From an optimization exercise on the open Yosys and OpenROAD flow, aimed at small area, a short achievable clock period and few clock cycles; shortcuts taken in it are not production practice.
Function not checked in this run: the RTL went through the layout flow alone.
Power figures rest on the tool's default switching activity, not on a simulated workload.

==> design/flow/design.v <==
module crc16_step (
    input  wire [15:0] crc_in,
    input  wire [7:0]  data,
    output reg  [15:0] crc_out
);
    integer k;
    always @(*) begin
        crc_out = crc_in ^ {data, 8'h00};
        for (k = 0; k < 8; k = k + 1)
            crc_out = crc_out[15] ? ({crc_out[14:0], 1'b0} ^ 16'h1021)
                                  : {crc_out[14:0], 1'b0};
    end
endmodule
module nabu_engine (
    input  wire        clk,
    input  wire        rst,
    input  wire        rx_valid,
    output wire        rx_ready,
    input  wire [7:0]  rx_data,
    output wire        tx_valid,
    input  wire        tx_ready,
    output wire [7:0]  tx_data,
    output wire        st_req_valid,
    input  wire        st_req_ready,
    output wire [23:0] st_seg,
    output wire [7:0]  st_pkt,
    input  wire        st_rsp_valid,
    output wire        st_rsp_ready,
    input  wire [1:0]  st_rsp_kind,
    input  wire [15:0] st_rsp_len,
    input  wire [15:0] st_rsp_offset,
    input  wire        st_rsp_last,
    input  wire        st_dat_valid,
    output wire        st_dat_ready,
    input  wire [7:0]  st_dat,
    input  wire [7:0]  tod_wd,
    input  wire [7:0]  tod_mo,
    input  wire [7:0]  tod_dd,
    input  wire [7:0]  tod_hh,
    input  wire [7:0]  tod_mi,
    input  wire [7:0]  tod_ss
);
    localparam [2:0] C_NONE = 3'd0,      
                     C_A    = 3'd1,      
                     C_82   = 3'd2,
                     C_83   = 3'd3,
                     C_1E   = 3'd4,
                     C_05   = 3'd5,
                     C_84   = 3'd6;
    localparam [2:0] A_1006 = 3'd0,
                     A_E4   = 3'd2,
                     A_91   = 3'd3,
                     A_1F   = 3'd4,
                     A_10E1 = 3'd5,
                     A_90   = 3'd7;
    function [1:0] mod3;     
        input [5:0] v;
        reg   [3:0] s;
        begin
            s = v[1:0] + v[3:2] + v[5:4];
            s = s[1:0] + s[3:2];
            mod3 = (s == 4'd3) ? 2'd0 : (s == 4'd4) ? 2'd1 : s[1:0];
        end
    endfunction
    reg         m_rx, m_ack, m_lkr, m_hdr, m_pay, m_crch, m_crcl;
    reg         rx_rdy;          
    reg         req_v;           
    reg         dat_rdy;         
    reg         q_v;
    reg  [7:0]  q;
    reg  [2:0]  q_cls;           
    reg         q_known;         
    reg         q_10, q_06, q_7f, q_00, q_ff;
    reg  [2:0]  cls;
    reg         f_idle;                  
    reg         f_a1, f_a2;              
    reg         f_b1;                    
    reg         f_r1, f_r2, f_r3, f_r4;  
    reg         f_r5, f_r6, f_r7, f_r8;  
    reg         f_lk;                    
    reg         ffff;                    
    reg  [2:0]  aptr;            
    reg  [1:0]  acnt;            
    reg         alk;             
    reg  [7:0]  r0, r1, r2, r3, r4, r5;
    reg         ld_last;
    reg         ld_time;
    reg         ld_framed;
    reg  [15:0] cnt;             
    reg  [4:0]  idx;             
    reg  [15:0] crc;
    reg         s_valid, s_esc, s_abs;
    reg  [7:0]  s_data;
    reg         o_valid, o_esc, o_dup, o_abs;
    reg  [7:0]  o_data;
    reg [7:0] ack_byte;
    always @(*) begin
        case (aptr)
        3'd0: ack_byte = 8'h10;
        3'd1: ack_byte = 8'h06;
        3'd2: ack_byte = 8'hE4;
        3'd3: ack_byte = 8'h91;
        3'd4: ack_byte = 8'h1F;
        3'd5: ack_byte = 8'h10;
        3'd6: ack_byte = 8'hE1;
        default: ack_byte = 8'h90;
        endcase
    end
    wire [7:0] ptype = ld_last ? 8'h30 : (r0 == 8'h00) ? 8'hA1 : 8'h20;
    reg  [7:0] hdr_const;
    reg        v_r0, v_rot, v_pt;
    always @(*) begin
        hdr_const = 8'h00;
        v_r0  = 1'b0;
        v_rot = 1'b0;
        v_pt  = 1'b0;
        if (ld_time) begin
            case (idx)
            5'd0, 5'd5, 5'd9:             hdr_const = 8'h7F;
            5'd1, 5'd2, 5'd6, 5'd7, 5'd8: hdr_const = 8'hFF;
            5'd10:                        hdr_const = 8'h80;
            5'd11:                        hdr_const = 8'h30;
            5'd16, 5'd17:                 hdr_const = 8'h02;
            5'd19:                        hdr_const = 8'h54;
            5'd18, 5'd20, 5'd21, 5'd22, 5'd23, 5'd24: begin v_r0 = 1'b1; v_rot = 1'b1; end
            default: ;
            endcase
        end else begin
            case (idx[3:0])
            4'd0, 4'd1, 4'd2, 4'd12, 4'd14, 4'd15: begin v_r0 = 1'b1; v_rot = 1'b1; end
            4'd3:             v_r0 = 1'b1;
            4'd4:             hdr_const = 8'h01;
            4'd5, 4'd9:       hdr_const = 8'h7F;
            4'd6, 4'd7, 4'd8: hdr_const = 8'hFF;
            4'd10:            hdr_const = 8'h80;
            4'd11:            v_pt = 1'b1;
            default: ;
            endcase
        end
    end
    wire [7:0] hdr_byte = hdr_const | ({8{v_r0}} & r0) | ({8{v_pt}} & ptype);
    wire       hdr_last = ld_time ? (idx == 5'd26) : (idx[3:0] == 4'd15);
    wire [7:0] cur = ({8{m_ack}}  & ack_byte)   |
                     ({8{m_hdr}}  & hdr_byte)   |
                     ({8{m_pay}}  & st_dat)     |
                     ({8{m_crch}} & ~crc[15:8]) |
                     ({8{m_crcl}} & ~crc[7:0]);
    wire cur_abs = m_hdr | m_pay;
    wire cur_esc = m_hdr | m_pay | m_crch | m_crcl;
    wire take = st_dat_valid & dat_rdy;
    wire have = m_ack | m_hdr | (m_pay & take) | (m_crch & ~o_abs) | m_crcl;
    wire push = have & ~s_valid;
    wire cnt_one  = (cnt == 16'd1);
    wire cnt_zero = (cnt == 16'd0);
    wire ack_last = m_ack & push & (acnt == 2'd0);
    wire proc     = q_v & (m_rx | (ack_last & ~alk));
    wire [2:0] eff = q_known ? q_cls : cls;
    wire sel_a  = f_idle & (eff == C_A);
    wire sel_82 = f_idle & (eff == C_82);
    wire sel_83 = f_idle & (eff == C_83);
    wire sel_1e = f_idle & (eff == C_1E);
    wire sel_05 = f_idle & (eff == C_05);
    wire sel_84 = f_idle & (eff == C_84);
    wire r4_time = f_r4 & q_7f & ffff;
    wire r4_rst  = f_r4 & ~r4_time &
                   ((q_00 & (r1 == 8'h00) & (r2 == 8'h83)) | (r3 == 8'h83));
    wire r4_look = f_r4 & ~r4_time & ~r4_rst;
    wire send    = f_r8 & q_06;
    wire ack_1006   = sel_a | sel_82 | sel_84;                   
    wire ack_1006e4 = sel_83 | (f_r7 & ~q_10);                   
    wire ack_10e1   = sel_1e;                                    
    wire ack_e4     = sel_05 | f_a2 | r4_rst | r4_look;          
    wire ack_e491   = r4_time;                                   
    wire ack_1f     = f_b1;                                      
    wire ack_go     = ack_1006 | ack_1006e4 | ack_10e1 | ack_e4 | ack_e491 | ack_1f;
    wire [2:0] n_aptr = (ack_1006 | ack_1006e4) ? A_1006 :
                        ack_10e1 ? A_10E1 :
                        ack_1f   ? A_1F   : A_E4;
    wire [1:0] n_acnt = (ack_1006e4 | ack_1f) ? 2'd2 :
                        (ack_1006 | ack_10e1 | ack_e491) ? 2'd1 : 2'd0;
    wire st_hdr   = send & ~ld_framed;
    wire st_pay   = send & ld_framed & ~cnt_zero;
    wire st_close = send & ld_framed & cnt_zero;
    wire rx_fire = rx_valid & rx_rdy;
    wire p4      = f_r4 & ffff & ~q_v;
    wire tod_cap = rx_fire & p4;
    wire tod_all = tod_cap & (rx_data == 8'h7F);
    wire o_stall   = o_esc & ~o_dup & (o_data == 8'h10);
    wire o_free    = ~o_valid | (tx_ready & ~o_stall);
    wire s_valid_n = o_free ? 1'b0 : (s_valid | push);
    wire [15:0] crc_nx;
    crc16_step u_crc (
        .crc_in  (crc),
        .data    (o_data),
        .crc_out (crc_nx)
    );
    wire rsp_fire = m_lkr & st_rsp_valid;
    wire rsp_nf   = rsp_fire & (st_rsp_kind == 2'd0);
    wire rsp_ab   = rsp_fire & (st_rsp_kind == 2'd3);
    wire rsp_fd   = rsp_fire & (st_rsp_kind[0] ^ st_rsp_kind[1]);
    wire hdr_done = m_hdr & push & hdr_last;
    wire pay_done = m_pay & push & cnt_one;
    wire close_go = (pay_done & ld_framed) | (m_crcl & push);
    wire p_ack = proc & (ack_go | st_close);
    wire p_hdr = proc & st_hdr;
    wire p_pay = proc & st_pay;
    wire p_rx  = proc & ~(ack_go | send);
    wire n_m_rx   = p_rx | (m_rx & ~proc) | (ack_last & ~alk & ~proc) | rsp_ab;
    wire n_m_ack  = p_ack | (m_ack & ~ack_last) | (rsp_fire & ~rsp_ab) | close_go;
    wire n_m_lkr  = (m_lkr & ~st_rsp_valid) | (ack_last & alk);
    wire n_m_hdr  = p_hdr | (m_hdr & ~hdr_done);
    wire n_m_pay  = p_pay | (m_pay & ~pay_done) |
                    (hdr_done & ~ld_time & ~cnt_zero);
    wire n_m_crch = (m_crch & ~push) | (pay_done & ~ld_framed) |
                    (hdr_done & (ld_time | cnt_zero));
    wire n_m_crcl = (m_crcl & ~push) | (m_crch & push);
    wire q_v_n = rx_fire | (q_v & ~proc);
    wire rx_rdy_n = ~q_v_n | (n_m_rx & ~(f_r2 | f_r3));
    always @(posedge clk) begin
        if (rst) begin
            m_rx    <= 1'b1;
            m_ack   <= 1'b0;
            m_lkr   <= 1'b0;
            m_hdr   <= 1'b0;
            m_pay   <= 1'b0;
            m_crch  <= 1'b0;
            m_crcl  <= 1'b0;
            rx_rdy  <= 1'b0;
            req_v   <= 1'b0;
            dat_rdy <= 1'b0;
            q_v     <= 1'b0;
            cls     <= C_NONE;
            f_idle  <= 1'b1;
            f_a1    <= 1'b0;
            f_a2    <= 1'b0;
            f_b1    <= 1'b0;
            f_r1    <= 1'b0;
            f_r2    <= 1'b0;
            f_r3    <= 1'b0;
            f_r4    <= 1'b0;
            f_r5    <= 1'b0;
            f_r6    <= 1'b0;
            f_r7    <= 1'b0;
            f_r8    <= 1'b0;
            f_lk    <= 1'b0;
            s_valid <= 1'b0;
            o_valid <= 1'b0;
            o_esc   <= 1'b0;
            o_dup   <= 1'b0;
            o_abs   <= 1'b0;
        end else begin
            m_rx    <= n_m_rx;
            m_ack   <= n_m_ack;
            m_lkr   <= n_m_lkr;
            m_hdr   <= n_m_hdr;
            m_pay   <= n_m_pay;
            m_crch  <= n_m_crch;
            m_crcl  <= n_m_crcl;
            rx_rdy  <= rx_rdy_n;
            dat_rdy <= n_m_pay & ~s_valid_n;
            q_v     <= q_v_n;
            if (proc) begin
                if (f_idle) cls <= eff;
                f_idle <= ~(sel_a | sel_82 | sel_84 | f_a1 | f_r1 | f_r2 | f_r3 |
                            r4_time | r4_look | (f_r5 & q_10) | (f_r7 & q_10));
                f_a1   <= sel_a;
                f_a2   <= f_a1;
                f_b1   <= sel_82;
                f_r1   <= sel_84;
                f_r2   <= f_r1;
                f_r3   <= f_r2;
                f_r4   <= f_r3;
                f_r5   <= 1'b0;
                f_r6   <= f_r5 & q_10;
                f_r7   <= r4_time;
                f_r8   <= f_r7 & q_10;
                f_lk   <= r4_look;
            end else if (rsp_fire) begin
                f_lk   <= 1'b0;
                f_idle <= rsp_ab;
                f_r5   <= rsp_nf;
                f_r7   <= rsp_fd;
            end
            if (proc & r4_look)
                req_v <= 1'b1;
            else if (st_req_ready)
                req_v <= 1'b0;
            if (o_free) begin
                o_dup <= 1'b0;
                if (s_valid) begin
                    o_valid <= 1'b1;
                    o_data  <= s_data;
                    o_esc   <= s_esc;
                    o_abs   <= s_abs;
                end else if (push) begin
                    o_valid <= 1'b1;
                    o_data  <= cur;
                    o_esc   <= cur_esc;
                    o_abs   <= cur_abs;
                end else begin
                    o_valid <= 1'b0;
                    o_abs   <= 1'b0;
                end
            end else begin
                o_abs <= 1'b0;
                if (tx_ready)
                    o_dup <= 1'b1;
            end
            s_valid <= s_valid_n;
        end
    end
    always @(posedge clk) begin
        if (rx_fire) begin
            q       <= rx_data;
            q_known <= 1'b1;
            case (rx_data)
            8'h85, 8'h81: q_cls <= C_A;
            8'h82:        q_cls <= C_82;
            8'h83:        q_cls <= C_83;
            8'h1E:        q_cls <= C_1E;
            8'h05:        q_cls <= C_05;
            8'h84:        q_cls <= C_84;
            8'h0F:        q_cls <= C_NONE;
            default: begin q_cls <= C_NONE; q_known <= 1'b0; end
            endcase
            q_10 <= (rx_data == 8'h10);
            q_06 <= (rx_data == 8'h06);
            q_7f <= (rx_data == 8'h7F);
            q_00 <= (rx_data == 8'h00);
            q_ff <= (rx_data == 8'hFF);
        end
        if (!o_free && push) begin
            s_data <= cur;
            s_esc  <= cur_esc;
            s_abs  <= cur_abs;
        end
        if (proc) begin
            aptr <= st_close ? A_10E1 : n_aptr;
            acnt <= st_close ? 2'd1 : n_acnt;
            alk  <= r4_look;
        end else if (rsp_fire) begin
            aptr <= rsp_nf ? A_90 : A_91;
            acnt <= 2'd0;
            alk  <= 1'b0;
        end else if (close_go) begin
            aptr <= A_10E1;
            acnt <= 2'd1;
        end else if (m_ack & push) begin
            aptr <= aptr + 3'd1;
            acnt <= acnt - 2'd1;
        end
        if (tod_cap) begin
            if (tod_all) begin
                r0 <= tod_wd;
                r1 <= tod_mo;
                r2 <= tod_dd;
                r3 <= {4'h0, mod3(tod_hh[7:2]), tod_hh[1:0]};
            end
            r4 <= tod_mi;
            r5 <= tod_ss;
        end else if (rsp_fire) begin
            r4 <= st_rsp_offset[15:8];
            r5 <= st_rsp_offset[7:0];
        end else if (m_hdr & push & v_rot) begin
            r0 <= r1;
            r1 <= r2;
            r2 <= r3;
            r3 <= r4;
            r4 <= r5;
            r5 <= r0;
        end else if (proc) begin
            if (f_r1) r3 <= q;
            if (f_r2) r2 <= q;
            if (f_r3) r1 <= q;
            if (f_r4 & ~r4_time) r0 <= q;
        end
        if (proc & f_r3)
            ffff <= q_ff & (r2 == 8'hFF);
        if (proc & r4_time) begin
            ld_time   <= 1'b1;
            ld_framed <= 1'b0;
        end else if (rsp_fire) begin
            ld_last   <= st_rsp_last;
            ld_time   <= 1'b0;
            ld_framed <= (st_rsp_kind == 2'd1);
        end
        if (rsp_fire)
            cnt <= st_rsp_len;
        else if (m_pay & push)
            cnt <= cnt - 16'd1;
        if (proc)
            idx <= 5'd0;
        else if (m_hdr & push)
            idx <= idx + 5'd1;
        if (proc)
            crc <= 16'hFFFF;
        else if (o_abs)
            crc <= crc_nx;
    end
    assign rx_ready     = rx_rdy;
    assign tx_valid     = o_valid;
    assign tx_data      = o_data;
    assign st_req_valid = req_v;
    assign st_seg       = {r0, r1, r2};
    assign st_pkt       = r3;
    assign st_rsp_ready = m_lkr;
    assign st_dat_ready = dat_rdy;
endmodule
==> design/flow/run.sh <==
#!/bin/bash
# synth_recipe.tcl (not shown) runs the flow's synth.tcl, then flattens the netlist and writes it again
# the make line also repeats each setting of config.mk as NAME=value (left out here)
make -C /OpenROAD-flow-scripts/flow DESIGN_CONFIG=/design/flow/config.mk WORK_HOME=/design/flow/orfs CLKGATE_MAP_FILE= SYNTH_SCRIPT=/design/flow/synth_recipe.tcl finish
==> design/flow/config.mk <==
export PLATFORM = sky130hd
export DESIGN_NAME = nabu_engine
export DESIGN_NICKNAME = nabu_engine
export VERILOG_FILES = /design/flow/design.v
export SDC_FILE = /design/flow/constraint.sdc
export NUM_CORES = 4
export LEC_CHECK = 0
export CAP_MARGIN = 20
export CORE_MARGIN = 2
export CORE_UTILIZATION = 40
export CTS_BUF_LIST = sky130_fd_sc_hd__clkbuf_8
export SLEW_MARGIN = 20
==> design/flow/constraint.sdc <==
create_clock -name core_clock -period 5.0 [get_ports {clk}]
set_input_delay 1.0000 -clock core_clock [delete_from_list [all_inputs] [get_ports {clk}]]
set_output_delay 1.0000 -clock core_clock [all_outputs]
set_load 0.01 [all_outputs]
==> metrics.md <==
| Metric | Value |
|---|---|
| Outcome | `finished clean` |
| Final max-slew violation count | `0` |
| Data arrival, critical path | `~3.4 ns` |
| Die W | `155 µm` |
| Hold Path Stages | `2` |
| CP Capture Type | `flop` |
| Via/cell ratio | `approximately 5.5` |
| Final hold vios | `0` |
| Slew @ Worst Pin | `roughly 1 ns` |
| Clock slew at reported path FFs | `about 0.1 ns` |
| Worst min path class | `flop to flop` |
| Slowest stage delay, CP | `a little under 0.5 ns` |
| N_diodes | `0` |
| PD cells | `roughly 250 nW/µm²` |
| R2R cell count | `8` |
| Max Cap Viol | `0` |
| ANT nets after route | `0` |
| Starting density of the core | `40.5%` |
| Standard-cell row count | `55` |
| CP max FO | `3` |
| Antenna violations before repair | `0` |
| Setup TNS | `0 ns` |
| Asr flop ratio synth | `0%` |
| Post-Syn Area per Cell | `slightly below 10 µm²` |
| Longest Clk Path Bufs | `2` |
| Top cell by count, worst path | `ha_1` |
| Vias in the first global route | `7076` |
| Setup Skew | `0.0230 ns` |
| CTS tree | `built` |
| CTS H-tree depth | `4` |
| YS warnings | `2` |
| Area Overhead vs Synth | `23.4%` |
| Biggest regs | `cnt x16, crc x16` |
| Fin crit share | `64.0%` |
| Required time worst endpoint | `~5.2 ns` |
| Setup crit start kind | `primary input` |
| Die ar. | `roughly 24000 µm²` |
| Clock latency (worst-skew pair) | `0.47 ns` |
| Unrepaired setup endpoints after global routing | `false` |
| Fin crit period | `3.20 ns` |
| Fmax | `between 300 and 400 MHz` |
| Most frequent cell after synthesis | `nand2_1` |
| Post-synth cell types | `72` |
| Die Ht | `between 150 and 200 µm` |
| Synth cell count leaders | `nand2_1, edfxtp_1, o21ai_0, a21oi_1, dfxtp_1` |
| WS Path Type | `primary input to flop` |
| Worst r2r src | `s_valid$_SDFF_PP0_` |
| Postcts setup bufs | `0` |
| Layout Nets | `between 1k and 1.5k` |
| Launch point of the worst hold path | `f_a2$_SDFFE_PP0P_` |
| Slowest cell on crit path | `clkdlybuf4s50_1` |
| DPL Wire Length | `18.9 mm` |
| VDD IR max | `between 0.15 and 0.2 mV` |
| Final non-filler cell total | `~1.4k` |
| Root Driver | `clkbuf_8` |
| Overall power | `between 2 and 3 mW` |
| WL final | `roughly 25 mm` |
| Net Sw Frac | `27.3%` |
| Internal | `~2.1 mW` |
| Number of cells on the critical path | `9` |
| Synth Cell Area | `between 9000 and 10000 µm²` |
| Synth top area cells | `edfxtp_1, dfxtp_1, nand2_1, o21ai_0, a21oi_1` |
| Clk pwr share | `34.5%` |
| Wire per inst | `between 15 and 20 µm` |
| # clock sinks | `173` |
| NetSw | `about 0.8 mW` |
| GRT overflow | `0` |
| Leak pwr | `between 3 and 4 nW` |
| Final Setup Violations | `0` |
| EDFF count, synth | `107` |
| Worst path bufs/invs | `2` |
| DR vias | `about 7.5k` |
| # resized after CTS | `0` |
| Synth top area share | `about a third` |
| Largest net degree at the start of global routing | `95` |
| Global Route Usage Sum | `20.7%` |
| CP cell instances | `clkdlybuf4s50_1 > fa_1 > ha_1 > ha_1 > ha_1 > inv_1 > fa_1 > o21ai_0 > a31oi_1` |
| Global-route wire length before repair | `38.9 mm` |
| Top_reg_cell synth | `edfxtp_1` |
| Synth area leader | `edfxtp_1` |
| Layout cell share with drive strength beyond 1 | `6.93%` |
| Placer congestion estimate | `0.869` |
| Dpl cells | `1335` |
| Port Buf Inserts | `150` |
| Synthesized net count | `around 1.1k` |
| Seq cells post-synth | `173` |
| Critical path launch point | `tod_hh[5]` |
| Number of CTS-inserted buffers | `17` |
| Hold_ws | `between 0.4 and 0.5 ns` |
| Comb pwr share | `between 10% and 20%` |
| Slew HR | `between 30 and 40%` |
| Cts hold-fix bufs | `0` |
| DR DRC count | `0` |
| Flop pwr share | `a little over half` |
| Register area share after synthesis | `between 40% and 50%` |
| Mapped Cells | `approximately 940` |
| Crit path max-delay family | `adder cells` |
| Core Footprint | `between 20000 and 25000 µm²` |
| DRT iter0 DRCs | `around 660` |
| Ports | `around 150` |
| Detailed Routing Iterations Pass 1 | `5` |
final cells by class:
cell class / count / area (µm²)
Timing Repair Buffer: 161 / 1580
Multi-Input combinational cell: 678 / 4280
Tap cell: 285 / 357
Fill cell: 2123 / 11300
Clock buffer: 17 / 234
Sequential cell: 173 / 4530
Inverter: 38 / 143
Clock inverter: 15 / 163
cells by family (layout without fill, tap and decap cells):
logic type	Yosys count	count (layout)	synth area share (%)
AOI/OAI and AO/OA	252	252	16.8
xor gates and xnor gates	42	42	4.02
adders and majority gates	24	24	3.53
buffers and inverters	87	231	3.88
DFF	173	173	49.5
muxes	43	43	4.95
and+or+nand+nor	317	317	17.2
metal layers:
| metal | routed length, µm | vias to the layer above | track usage (%) |
|---|---|---|---|
| li1 | - | 3678 | - |
| met1 | 11600 | 3607 | 28.8 |
| met2 | 11800 | 208 | 33.5 |
| met3 | 1240 | 28 | 3.40 |
| met4 | 504 | 0 | 5.94 |
| met5 | 0 | - | 0 |
worst paths after layout:
path / end / slack (ns)
min: f_a2$_SDFFE_PP0P_ / 0.46
max: r3[2]$_DFFE_PP_ / 1.80
max reg2reg: flop / 2.05
min reg2reg: f_a2$_SDFFE_PP0P_ / 0.46
power by group through the flow:
stage	clock [mW]	combinational, mW	sequential [mW]
CTS	1.01	0.307	1.56
global route	1.06	0.338	1.57
global placement	0	0.303	1.59
floorplan	0	0.167	1.58
finish	0.985	0.308	1.56
detailed placement	0	0.305	1.59
worst register-to-register path, stage by stage (launching register included):
cell      delay, ns
dfxtp_1        0.60
and4bb_2       0.32
o21ai_2        0.52
and2_1         0.29
inv_1          0.10
ha_1           0.20
nor4_1         0.52
a21oi_1        0.15
o211ai_1       0.19
metrics by stage:
stage / utilization (%) / instance area [µm²] / setup slack (ns)
6_report: 50.0 / 11300 / 1.80
5_1_grt: 50.0 / 11300 / 1.68
4_1_cts: 50.0 / 11300 / 1.83
3_5_place_dp: 48.3 / 10900 / 1.35
3_3_place_gp: 48.3 / 10900 / 1.35
2_1_floorplan: - / 9150 / 1.89
cells in the final DEF, fill, tap and decap left out, types with 22 or more instances in the layout:
cell,synthesis,final
inv_1,38,38
dfxtp_1,66,66
a21oi_1,78,78
nand2_1,127,127
clkdlybuf4s50_1,0,150
o21ai_0,87,86
mux2i_1,31,31
xnor2_1,28,28
nand3_1,22,22
edfxtp_1,107,107
nor2_1,50,48

port drivers added, routing unchanged:
In the flow no input, the clock included, has a driving cell. The finished layout below was timed again as built, in two steps. Step 1: set_driving_cell puts a clkbuf_16 on clk and a buf_2 on each other input, an assumption about the parent block. Step 2, shift: input delay + t, output delay - t, t = (earliest + latest rising clock arrival at the registers) / 2. This alone moves slack from input paths to output paths. Three values: ideal, step 1, step 2; two values: the first two.
shift t [ns]: 0.498
slack for setup (ns): 1.802 / 1.814 / 1.316
worst register clock-pin slew, ns: 0.12 / 0.12
After both steps this run still meets setup and hold. The setup slack of this run moves by +0.012 ns with the drivers and by -0.486 ns with both steps.
